Background: an optimization exercise with open tools, aiming at small area. Do not read the settings as production practice.
In this exercise RTL edits were held to simulation tests only and were not proved equivalent to the original.
Power figures rest on the tool's default switching activity, not on a simulated workload.

**flow/run.sh**
```bash
#!/bin/bash
# synth_recipe.tcl (not shown) runs the flow's synth.tcl, then flattens the netlist and writes it again
# the make line also repeats each setting of config.mk as NAME=value (left out here)
make -C /OpenROAD-flow-scripts/flow DESIGN_CONFIG=/design/flow/config.mk WORK_HOME=/design/flow/orfs CLKGATE_MAP_FILE= SYNTH_SCRIPT=/design/flow/synth_recipe.tcl finish
```
**flow/config.mk**
```make
export PLATFORM = sky130hd
export DESIGN_NAME = lcd_ctrl
export DESIGN_NICKNAME = lcd_ctrl
export VERILOG_FILES = /design/flow/design.v
export SDC_FILE = /design/flow/constraint.sdc
export NUM_CORES = 4
export LEC_CHECK = 0
export CAP_MARGIN = 20
export CORE_MARGIN = 2
export CORE_UTILIZATION = 40
export SLEW_MARGIN = 20
```
**flow/constraint.sdc**
```tcl
create_clock -name core_clock -period 20.0 [get_ports {clk}]
set_input_delay 4.0000 -clock core_clock [delete_from_list [all_inputs] [get_ports {clk}]]
set_output_delay 4.0000 -clock core_clock [all_outputs]
set_load 0.01 [all_outputs]
```
**flow/design.v**
```verilog
module lcd_ctrl (
    input  wire        clk,
    input  wire        rst,
    input  wire        rq_valid,
    input  wire [7:0]  rq_data,
    output wire        rq_ready,
    output wire [7:0]  status,
    output reg  [15:0] map_pixel,
    output reg  [10:0] map_raw,
    output wire        adc_req,
    input  wire        adc_ack,
    input  wire [10:0] adc_data,
    output reg         lcd_cs,
    output reg         lcd_cd,
    output reg         lcd_sclk,
    output reg         lcd_mosi
);
    localparam [15:0] SCR_W    = 16'd130;
    localparam [15:0] SCR_H    = 16'd162;
    localparam [15:0] BG       = 16'h0000;
    localparam [10:0] MAP_LO   = 11'd250;
    localparam [10:0] MAP_HI   = 11'd774;
    localparam [15:0] MAP_R    = 16'd106;           
    localparam [15:0] MAP_SPAN = 16'd524;           
    localparam integer SCLK_DIV = 2;
    localparam integer TW       = (SCLK_DIV > 1) ? $clog2(SCLK_DIV) : 1;
    localparam integer N_INIT  = 20;
    localparam [7:0] OP_SEND = 8'h01, OP_INIT = 8'h02, OP_WIN = 8'h03,
                     OP_RECT = 8'h04, OP_FILL = 8'h05, OP_MAP = 8'h06;
    localparam [1:0] S_IDLE = 2'd0, S_ASM = 2'd1, S_EXEC = 2'd2, S_FAULT = 2'd3;
    localparam [1:0] PH_START = 2'd0, PH_FRAME = 2'd1, PH_SAMPLE = 2'd2, PH_RESULT = 2'd3;
    localparam [2:0] F_SEND = 3'd0, F_ROM = 3'd1, F_CASET = 3'd2, F_RASET = 3'd3, F_RAMWR = 3'd4;
    localparam [2:0] T_CDCMD = 3'd0, T_CSACT = 3'd1, T_LO = 3'd2, T_HI = 3'd3,
                     T_SETTLE = 3'd4, T_CDDATA = 3'd5, T_CSINACT = 3'd6;
    reg [1:0]  fsm;
    reg [7:0]  rq [0:18];
    reg [4:0]  rq_cnt;
    reg        init_done;
    reg        map_valid;
    reg [1:0]  fault_cause;
    reg [1:0]  phase;
    reg [2:0]  frm;
    reg [4:0]  init_idx;
    reg [4:0]  byte_idx;
    reg        in_cmd;           
    reg        pix_lo;           
    reg [31:0] pix_rem;
    reg [15:0] win_x0, win_x1, win_y0, win_y1;
    reg [15:0] colour;
    reg [2:0]  ts;
    reg [TW-1:0] tcnt;
    reg [2:0]  bit_idx;
    reg [7:0]  shreg;
    reg        adc_wait;
    reg [10:0] adc_sample;
    integer i;
    assign rq_ready = !rst && (fsm != S_EXEC);
    wire xfer = rq_valid && rq_ready;
    wire [7:0] cur_op  = (rq_cnt == 5'd0) ? rq_data : rq[0];
    wire [4:0] cnt_nxt = rq_cnt + 5'd1;
    reg        rq_complete;
    always @(*) begin
        case (cur_op)
            OP_SEND: rq_complete = (rq_cnt >= 5'd2) &&
                                   ({3'b000, cnt_nxt} == 8'd3 + ((rq_cnt == 5'd2) ? rq_data : rq[2]));
            OP_INIT: rq_complete = (cnt_nxt == 5'd1);
            OP_WIN:  rq_complete = (cnt_nxt == 5'd9);
            OP_RECT: rq_complete = (cnt_nxt == 5'd11);
            OP_FILL: rq_complete = (cnt_nxt == 5'd3);
            OP_MAP:  rq_complete = (cnt_nxt == 5'd1);
            default: rq_complete = 1'b0;
        endcase
    end
    wire bad_op  = (rq_cnt == 5'd0) && ((rq_data == 8'h00) || (rq_data > 8'h06));
    wire bad_len = (rq_cnt == 5'd2) && (rq[0] == OP_SEND) && (rq_data > 8'd16);
    wire [15:0] op_x  = {rq[1], rq[2]};
    wire [15:0] op_y  = {rq[3], rq[4]};
    wire [15:0] op_w  = {rq[5], rq[6]};
    wire [15:0] op_h  = {rq[7], rq[8]};
    wire [15:0] op_c  = {rq[9], rq[10]};
    wire [16:0] x_end = {1'b0, op_x} + {1'b0, op_w};
    wire [16:0] y_end = {1'b0, op_y} + {1'b0, op_h};
    wire        rect_oob = (x_end > {1'b0, SCR_W}) || (y_end > {1'b0, SCR_H});
    reg [7:0] rom_op;
    reg [4:0] rom_len;
    always @(*) begin
        case (init_idx)
            5'd0:  begin rom_op = 8'h01; rom_len = 5'd0;  end   
            5'd1:  begin rom_op = 8'h11; rom_len = 5'd0;  end   
            5'd2:  begin rom_op = 8'hB1; rom_len = 5'd3;  end   
            5'd3:  begin rom_op = 8'hB2; rom_len = 5'd3;  end   
            5'd4:  begin rom_op = 8'hB4; rom_len = 5'd1;  end   
            5'd5:  begin rom_op = 8'hC0; rom_len = 5'd3;  end   
            5'd6:  begin rom_op = 8'hC1; rom_len = 5'd1;  end   
            5'd7:  begin rom_op = 8'hC2; rom_len = 5'd2;  end   
            5'd8:  begin rom_op = 8'hC3; rom_len = 5'd2;  end   
            5'd9:  begin rom_op = 8'hC4; rom_len = 5'd2;  end   
            5'd10: begin rom_op = 8'hC5; rom_len = 5'd1;  end   
            5'd11: begin rom_op = 8'h20; rom_len = 5'd0;  end   
            5'd12: begin rom_op = 8'h36; rom_len = 5'd1;  end   
            5'd13: begin rom_op = 8'h3A; rom_len = 5'd1;  end   
            5'd14: begin rom_op = 8'h2A; rom_len = 5'd4;  end   
            5'd15: begin rom_op = 8'h2B; rom_len = 5'd4;  end   
            5'd16: begin rom_op = 8'hE0; rom_len = 5'd16; end   
            5'd17: begin rom_op = 8'hE1; rom_len = 5'd16; end   
            5'd18: begin rom_op = 8'h13; rom_len = 5'd0;  end   
            default: begin rom_op = 8'h29; rom_len = 5'd0; end  
        endcase
    end
    function [7:0] rom_byte(input [4:0] k, input [4:0] j);
        begin
            rom_byte = 8'h00;
            case (k)
                5'd2, 5'd3: case (j)
                    5'd0: rom_byte = 8'h01; 5'd1: rom_byte = 8'h2C; default: rom_byte = 8'h2D;
                endcase
                5'd4:  rom_byte = 8'h07;
                5'd5:  case (j)
                    5'd0: rom_byte = 8'hA2; 5'd1: rom_byte = 8'h02; default: rom_byte = 8'h84;
                endcase
                5'd6:  rom_byte = 8'hC5;
                5'd7:  rom_byte = (j == 5'd0) ? 8'h0A : 8'h00;
                5'd8:  rom_byte = (j == 5'd0) ? 8'h8A : 8'h2A;
                5'd9:  rom_byte = (j == 5'd0) ? 8'h8A : 8'hEE;
                5'd10: rom_byte = 8'h0E;
                5'd12: rom_byte = 8'hC8;
                5'd13: rom_byte = 8'h05;
                5'd14: case (j)
                    5'd3: rom_byte = 8'h81; default: rom_byte = 8'h00;
                endcase
                5'd15: case (j)
                    5'd3: rom_byte = 8'hA1; default: rom_byte = 8'h00;
                endcase
                5'd16: case (j)
                    5'd0:  rom_byte = 8'h02; 5'd1:  rom_byte = 8'h1C; 5'd2:  rom_byte = 8'h07;
                    5'd3:  rom_byte = 8'h12; 5'd4:  rom_byte = 8'h37; 5'd5:  rom_byte = 8'h32;
                    5'd6:  rom_byte = 8'h29; 5'd7:  rom_byte = 8'h2D; 5'd8:  rom_byte = 8'h29;
                    5'd9:  rom_byte = 8'h25; 5'd10: rom_byte = 8'h2B; 5'd11: rom_byte = 8'h39;
                    5'd12: rom_byte = 8'h00; 5'd13: rom_byte = 8'h01; 5'd14: rom_byte = 8'h03;
                    default: rom_byte = 8'h10;
                endcase
                5'd17: case (j)
                    5'd0:  rom_byte = 8'h03; 5'd1:  rom_byte = 8'h1D; 5'd2:  rom_byte = 8'h07;
                    5'd3:  rom_byte = 8'h06; 5'd4:  rom_byte = 8'h2E; 5'd5:  rom_byte = 8'h2C;
                    5'd6:  rom_byte = 8'h29; 5'd7:  rom_byte = 8'h2D; 5'd8:  rom_byte = 8'h2E;
                    5'd9:  rom_byte = 8'h2E; 5'd10: rom_byte = 8'h37; 5'd11: rom_byte = 8'h3F;
                    5'd12: rom_byte = 8'h00; 5'd13: rom_byte = 8'h00; 5'd14: rom_byte = 8'h02;
                    default: rom_byte = 8'h10;
                endcase
                default: rom_byte = 8'h00;
            endcase
        end
    endfunction
    reg [7:0] frm_op;
    reg       more;           
    reg [7:0] next_byte;      
    always @(*) begin
        frm_op    = 8'h2C;
        more      = 1'b0;
        next_byte = 8'h00;
        case (frm)
            F_SEND: begin
                frm_op    = rq[1];
                more      = {3'b000, byte_idx} < rq[2];
                next_byte = rq[5'd3 + byte_idx];
            end
            F_ROM: begin
                frm_op    = rom_op;
                more      = byte_idx < rom_len;
                next_byte = rom_byte(init_idx, byte_idx);
            end
            F_CASET, F_RASET: begin
                frm_op = (frm == F_CASET) ? 8'h2A : 8'h2B;
                more   = byte_idx < 5'd4;
                case (byte_idx[1:0])
                    2'd0: next_byte = (frm == F_CASET) ? win_x0[15:8] : win_y0[15:8];
                    2'd1: next_byte = (frm == F_CASET) ? win_x0[7:0]  : win_y0[7:0];
                    2'd2: next_byte = (frm == F_CASET) ? win_x1[15:8] : win_y1[15:8];
                    default: next_byte = (frm == F_CASET) ? win_x1[7:0] : win_y1[7:0];
                endcase
            end
            default: begin   
                frm_op    = 8'h2C;
                more      = pix_lo || (pix_rem != 32'd0);
                next_byte = pix_lo ? colour[7:0] : colour[15:8];
            end
        endcase
    end
    reg       has_next;
    reg [2:0] next_frm;
    always @(*) begin
        has_next = 1'b0;
        next_frm = F_CASET;
        case (frm)
            F_SEND:  has_next = 1'b0;
            F_ROM:   begin has_next = 1'b1; next_frm = (init_idx == N_INIT[4:0] - 5'd1) ? F_CASET : F_ROM; end
            F_CASET: begin has_next = 1'b1; next_frm = F_RASET; end
            F_RASET: begin has_next = (rq[0] != OP_WIN); next_frm = F_RAMWR; end
            default: has_next = 1'b0;
        endcase
    end
    wire [10:0] clamped = (adc_sample < MAP_LO) ? MAP_LO :
                          (adc_sample > MAP_HI) ? MAP_HI : adc_sample;
    wire [10:0] map_d   = clamped - MAP_LO;      
    wire [16:0] map_num = {5'd0, map_d, 1'b0} * {1'b0, MAP_R} + {1'b0, MAP_SPAN};
    wire [16:0] map_q   = map_num / ({1'b0, MAP_SPAN} * 17'd2);
    wire tick = (tcnt == SCLK_DIV[TW-1:0] - 1'b1);
    assign adc_req = adc_wait;
    assign status  = {2'b00, map_valid, fault_cause, (fsm == S_FAULT), init_done, (fsm == S_EXEC)};
    task automatic start_byte(input [7:0] b);
        begin
            shreg    <= b;
            bit_idx  <= 3'd7;
            lcd_mosi <= b[7];
            ts       <= T_LO;
        end
    endtask
    task automatic consume_payload;
        begin
            byte_idx <= byte_idx + 5'd1;
            if (frm == F_RAMWR) begin
                pix_lo <= !pix_lo;
                if (pix_lo)
                    pix_rem <= pix_rem - 32'd1;
            end
        end
    endtask
    always @(posedge clk) begin
        if (rst) begin
            fsm         <= S_IDLE;
            for (i = 0; i < 19; i = i + 1)
                rq[i] <= 8'h00;
            rq_cnt      <= 5'd0;
            init_done   <= 1'b0;
            map_valid   <= 1'b0;
            fault_cause <= 2'd0;
            phase       <= PH_START;
            frm         <= F_SEND;
            init_idx    <= 5'd0;
            byte_idx    <= 5'd0;
            in_cmd      <= 1'b0;
            pix_lo      <= 1'b0;
            pix_rem     <= 32'd0;
            win_x0      <= 16'd0;
            win_x1      <= 16'd0;
            win_y0      <= 16'd0;
            win_y1      <= 16'd0;
            colour      <= 16'd0;
            ts          <= T_CDCMD;
            tcnt        <= {TW{1'b0}};
            bit_idx     <= 3'd0;
            shreg       <= 8'd0;
            adc_wait    <= 1'b0;
            adc_sample  <= 11'd0;
            map_pixel   <= 16'd0;
            map_raw     <= 11'd0;
            lcd_cs      <= 1'b1;
            lcd_cd      <= 1'b1;
            lcd_sclk    <= 1'b0;
            lcd_mosi    <= 1'b0;
        end else begin
            case (fsm)
                S_IDLE, S_ASM: begin
                    if (xfer) begin
                        rq[rq_cnt] <= rq_data;
                        if (bad_op) begin
                            fsm         <= S_FAULT;
                            fault_cause <= 2'd1;
                            rq_cnt      <= 5'd0;
                        end else if (bad_len) begin
                            fsm         <= S_FAULT;
                            fault_cause <= 2'd2;
                            rq_cnt      <= 5'd0;
                        end else if (rq_complete) begin
                            fsm    <= S_EXEC;
                            phase  <= PH_START;
                            rq_cnt <= 5'd0;
                            if (cur_op == OP_INIT)
                                init_done <= 1'b0;
                        end else begin
                            fsm    <= S_ASM;
                            rq_cnt <= cnt_nxt;
                        end
                    end
                end
                S_EXEC: begin
                    case (phase)
                        PH_START: begin
                            tcnt     <= {TW{1'b0}};
                            byte_idx <= 5'd0;
                            pix_lo   <= 1'b0;
                            init_idx <= 5'd0;
                            case (rq[0])
                                OP_SEND: begin
                                    frm    <= F_SEND;
                                    phase  <= PH_FRAME;
                                    ts     <= T_CDCMD;
                                    lcd_cd <= 1'b0;
                                end
                                OP_INIT: begin
                                    frm     <= F_ROM;
                                    win_x0  <= 16'd0;
                                    win_y0  <= 16'd0;
                                    win_x1  <= SCR_W - 16'd1;
                                    win_y1  <= SCR_H - 16'd1;
                                    colour  <= BG;
                                    pix_rem <= {16'd0, SCR_W} * {16'd0, SCR_H};
                                    phase   <= PH_FRAME;
                                    ts      <= T_CDCMD;
                                    lcd_cd  <= 1'b0;
                                end
                                OP_WIN: begin
                                    frm    <= F_CASET;
                                    win_x0 <= op_x;
                                    win_y0 <= op_y;
                                    win_x1 <= op_w;
                                    win_y1 <= op_h;
                                    phase  <= PH_FRAME;
                                    ts     <= T_CDCMD;
                                    lcd_cd <= 1'b0;
                                end
                                OP_RECT: begin
                                    if (rect_oob) begin
                                        fsm <= S_IDLE;       
                                    end else begin
                                        frm     <= F_CASET;
                                        win_x0  <= op_x;
                                        win_y0  <= op_y;
                                        win_x1  <= op_x + op_w - 16'd1;
                                        win_y1  <= op_y + op_h - 16'd1;
                                        colour  <= op_c;
                                        pix_rem <= {16'd0, op_w} * {16'd0, op_h};
                                        phase   <= PH_FRAME;
                                        ts      <= T_CDCMD;
                                        lcd_cd  <= 1'b0;
                                    end
                                end
                                OP_FILL: begin
                                    frm     <= F_CASET;
                                    win_x0  <= 16'd0;
                                    win_y0  <= 16'd0;
                                    win_x1  <= SCR_W - 16'd1;
                                    win_y1  <= SCR_H - 16'd1;
                                    colour  <= {rq[1], rq[2]};
                                    pix_rem <= {16'd0, SCR_W} * {16'd0, SCR_H};
                                    phase   <= PH_FRAME;
                                    ts      <= T_CDCMD;
                                    lcd_cd  <= 1'b0;
                                end
                                default: begin   
                                    adc_wait <= 1'b1;
                                    phase    <= PH_SAMPLE;
                                end
                            endcase
                        end
                        PH_SAMPLE: begin
                            if (adc_ack) begin
                                adc_sample <= adc_data;
                                adc_wait   <= 1'b0;
                                phase      <= PH_RESULT;
                            end
                        end
                        PH_RESULT: begin
                            map_raw   <= adc_sample;
                            map_pixel <= map_q[15:0];    
                            map_valid <= 1'b1;
                            fsm       <= S_IDLE;
                        end
                        default: begin   
                            tcnt <= tick ? {TW{1'b0}} : tcnt + 1'b1;
                            if (tick) begin
                                case (ts)
                                    T_CDCMD: begin
                                        lcd_cs <= 1'b0;
                                        ts     <= T_CSACT;
                                    end
                                    T_CSACT: begin
                                        in_cmd <= 1'b1;
                                        start_byte(frm_op);
                                    end
                                    T_LO: begin
                                        lcd_sclk <= 1'b1;
                                        ts       <= T_HI;
                                    end
                                    T_HI: begin
                                        lcd_sclk <= 1'b0;
                                        if (bit_idx != 3'd0) begin
                                            bit_idx  <= bit_idx - 3'd1;
                                            lcd_mosi <= shreg[bit_idx - 3'd1];
                                            ts       <= T_LO;
                                        end else if (!in_cmd && more) begin
                                            consume_payload;
                                            start_byte(next_byte);
                                        end else begin
                                            ts <= T_SETTLE;
                                        end
                                    end
                                    T_SETTLE: begin
                                        if (in_cmd) begin
                                            in_cmd <= 1'b0;
                                            lcd_cd <= 1'b1;
                                            ts     <= T_CDDATA;
                                        end else begin
                                            lcd_cs <= 1'b1;
                                            ts     <= T_CSINACT;
                                        end
                                    end
                                    T_CDDATA: begin
                                        if (more) begin
                                            consume_payload;
                                            start_byte(next_byte);
                                        end else begin
                                            lcd_cs <= 1'b1;
                                            ts     <= T_CSINACT;
                                        end
                                    end
                                    default: begin   
                                        byte_idx <= 5'd0;
                                        pix_lo   <= 1'b0;
                                        if (has_next) begin
                                            if (frm == F_ROM && next_frm == F_ROM)
                                                init_idx <= init_idx + 5'd1;
                                            frm    <= next_frm;
                                            lcd_cd <= 1'b0;
                                            ts     <= T_CDCMD;
                                        end else begin
                                            if (rq[0] == OP_INIT)
                                                init_done <= 1'b1;
                                            fsm <= S_IDLE;
                                        end
                                    end
                                endcase
                            end
                        end
                    endcase
                end
                default: ;   
            endcase
        end
    end
endmodule
```
==> flow_summary_export.csv <==
group,metric,value,unit
setup_path,crit_arrival,11.79,ns
floorplan,initial_core_util,0.403,
placement,place_ws,8.87,ns
clock_network,cts_setup_buffers,0,
floorplan,dieWidth,313,µm
logic_synthesis,synth_edf_count,248,
pwr,ir_drop,0.0709,mV
global_routing,grt_pass1_vias,29800,
floorplan,num_rows,113,
logic_synthesis,synth_top_family_by_area,"adder cells",
clock_network,cts_made_buffers,57,
timing,hold_slack,0.452,ns
flow_run,cap_viol_max_count,0,
timing,worst_slew_pin_slew,1.14,ns
logic_synthesis,ys_warn_count,1,
timing,fin_skew,0.0499,ns
drt,initialDrtViolationCount,3090,
clock_network,cts.sinks,468,
placement,place_congestion,0.920,
finish,fillers,9214,
floorplan,die_area,0.0982,mm²
pwr,power.density,66.7,mW/mm²
logic_synthesis,synth-seq-cells,468,
min_path,hp-class,"register to register",
clock_network,ctsResizeCount,0,
setup_path,path_buf_inv,2,
logic_synthesis,synthAdderAreaFrac,0.200,
finish,drive_gt1_frac,0.0746,
clock_network,clk_pin_slew,0.06,ns
logic_synthesis,ys_async_sr_fraction,0,
clock_network,htreeDepth,2,
global_routing,grt_pass1_wl,177,mm
clock_network,clock_path_buffers,3,
logic_synthesis,synth-compound-area-share,0.139,
timing,worst_slack,8.72,ns
finish,n_antenna_cell,0,
setup_path,cp_max_fo,12,
setup_path,worstSetupPathType,"register to register",
clock_network,clkLatencyLatePin,0.68,ns
timing,slew_violations,0,
global_routing,overflow,0,
logic_synthesis,avgSynthCellArea,9.01,µm²
logic_synthesis,yosys.area_share.simple,0.175,
logic_synthesis,ys_seq_area_frac,0.310,
finish,finalNetCount,4678,
logic_synthesis,synth_cell_types,113,
pwr,p_leak,16.8,nW
timing,fin_crit,11.28,ns
floorplan,io-pin-count,64,
clock_network,cts_hold_buf,0,
logic_synthesis,ys.flop_type,"edfxtp_1",
timing,hold_viol_final,0,
floorplan,chipHeight,313,µm
clock_network,cts_tree,"done",
timing,rsz0062_at_grt,"false",
global_routing,grt_max_degree,86,
clock_network,cts_root_buffer,"clkbuf_16",
drt,ant_nets,0,
floorplan,core_area,0.0949,mm²
drt,drc,0,
drt,routed_wl,115,mm
setup_path,cp_slowest_cell,"a21oi_1",
drt,drt-wirelength-per-cell,20.9,µm
drt,vias_per_cell,5.65,
drt,first_pass_iters,8,
setup_path,worst_ep_required_time,20.51,ns
timing,relSlewSlack,0.227,
global_routing,antenna_found_initial,2,
timing,timing.setup.tns,0,ns
timing,setup_viol,0,
logic_synthesis,synthMuxAreaShare,0.0709,
logic_synthesis,syn_area,0.0383,mm²
placement,port_buffers,52,
setup_path,critPathLaunchType,"register",
global_routing,grt.total_usage,0.232,
placement,dpl.hpwl,83.2,mm
status,status,"complete, no violations",
pwr,total_power,2.78,mW
logic_synthesis,synthCells,4248,
logic_synthesis,synth-xor-area-share,0.0323,
finish,final_util,0.440,
timing,fin_crit_sh,0.564,
drt,dr_total_vias,31000,
finish,area_delta_synth_final,9.09,%
setup_path,max_stage_delay,0.84,ns
timing,max_freq,88.6,MHz
setup_path,path_delay_family,"compound AO/OA/AOI/OAI gates",
setup_path,crit_path_end_kind,"register",
-- sequential cells by signal (all words and copies together), names as in the netlist, 8 cells and up, named ones only --
| signal | count |
|---|---|
| map_raw | 11 |
| rq | 256 |
| win_x1 | 16 |
| shreg | 8 |
| rom_op | 8 |
| colour | 16 |
| pix_rem | 32 |
| win_x0 | 16 |
| win_y0 | 16 |
| adc_sample | 11 |
| win_y1 | 16 |
-- synthesized netlist by cell type (20+ instances only) --
| cell | count | area [µm²] |
|---|---|---|
| nor2_1 | 521 | 1960 |
| inv_1 | 463 | 1740 |
| nand2_1 | 443 | 1660 |
| ha_1 | 269 | 3370 |
| a21oi_1 | 264 | 1320 |
| edfxtp_1 | 248 | 7450 |
| dfxtp_1 | 220 | 4400 |
| fa_1 | 213 | 4260 |
| clkbuf_1 | 212 | 796 |
| o21ai_0 | 158 | 791 |
| nor3_1 | 104 | 521 |
| xnor2_1 | 104 | 911 |
| nand3_1 | 98 | 490 |
| mux4_2 | 86 | 1940 |
| and2_1 | 61 | 382 |
| mux2i_1 | 59 | 591 |
| nand2b_1 | 41 | 257 |
| a311oi_1 | 37 | 324 |
| o21bai_1 | 36 | 270 |
| a22oi_1 | 30 | 225 |
| nor4_1 | 29 | 181 |
| xor2_1 | 29 | 254 |
| a31oi_1 | 28 | 175 |
| a21o_1 | 27 | 203 |
| and3_1 | 24 | 150 |
| or3_1 | 24 | 150 |
| a211oi_1 | 21 | 158 |
| nand4_1 | 20 | 125 |
-- metal layers --
metal	track usage	routed length, µm
met1	0.326	50500
met3	0.0325	8290
met2	0.367	52100
met5	0	23
met4	0.0759	3660
-- path summary, 6_finish.rpt --
kind	slack (ns)	depth (start not counted)	start	endpoint
min reg2reg	0.45	2	win_x0[5]$_SDFFE_PP0P_	win_x0[5]$_SDFFE_PP0P_
max reg2reg	8.72	34	adc_sample[2]$_SDFFE_PP0P_	map_pixel[0]$_SDFFE_PP0P_
min	0.45	2	win_x0[5]$_SDFFE_PP0P_	win_x0[5]$_SDFFE_PP0P_
max	8.72	34	adc_sample[2]$_SDFFE_PP0P_	map_pixel[0]$_SDFFE_PP0P_
-- layout make-up --
cell class,count,area (µm²),area share
Multi-Input combinational cell,3074,23700,0.568
Sequential cell,468,11900,0.284
Inverter,468,1760,0.0421
Tap cell,1265,1580,0.0379
Clock buffer,72,1520,0.0365
Timing Repair Buffer,104,912,0.0218
Clock inverter,35,393,0.00941
-- where the power goes --
| group | internal, mW | switching (mW) | total [mW] |
|---|---|---|---|
| sequential | 1.03 | 0.0278 | 1.06 |
| combinational | 0.271 | 0.388 | 0.660 |
| clock | 0.610 | 0.458 | 1.07 |
| total | 1.91 | 0.874 | 2.78 |
-- logic make-up (layout without fill, tap and decap cells) --
logic type	count (synthesis)	in the layout
multiplexers	161	161
AO/OA/AOI/OAI	811	811
adder cells (fa/ha/maj)	483	483
XOR/XNOR	137	137
AND/OR/NAND/NOR	1469	1469
other	2	13
buffers and inverters	717	679
flip-flops	468	468
-- worst reg2reg max path, delay by kind of cell (launching register included) --
kind                       cells  cell delay (ns)
buffers and inverters          2             0.09
DFF                            1             0.52
AOI/OAI and AO/OA             14             5.46
muxes                          3             0.99
and+or+nand+nor               10             1.91
adders and majority gates      5             2.17
-- stage by stage --
stage | instances | instance area (µm²)
after CTS | 5486 | 41700
after detailed placement | 5379 | 39800
after global routing | 5486 | 41800
after floorplan | 4259 | 38300
after global placement | 5379 | 39800
final | 5486 | 41800
-- layout by cell type (no fill, tap or decap), types with 97 or more instances in the layout --
| master | n |
|---|---|
| o21ai_0 | 158 |
| edfxtp_1 | 248 |
| fa_1 | 213 |
| nor2_1 | 521 |
| a21oi_1 | 263 |
| xnor2_1 | 102 |
| nor3_1 | 104 |
| nand3_1 | 97 |
| nand2_1 | 441 |
| dfxtp_1 | 219 |
| inv_1 | 463 |
| ha_1 | 267 |

## port drivers added, routing unchanged
Ports are ideal in the flow. The routed layout listed here was re-timed in OpenROAD.
Step 1: set_driving_cell puts a clkbuf_16 on clk and a buf_2 on each other input, an assumption about the parent block.
Step 2 times the ports against the registers' clock, not the clock port: input delays grow and output delays shrink by t, the midpoint of the rising clock arrivals with the driver on.
Three values: ideal ports, drivers, drivers and shift; two values: the first two.
t, ns: 0.732
setup slack, ns: 8.716 / 8.716 / 8.716
hold slack, ns: 0.452 / 0.452 / 0.452
After both steps setup and hold are still met in this run. The setup slack of this run moves by 0.000 ns with the drivers and by 0.000 ns with both steps.
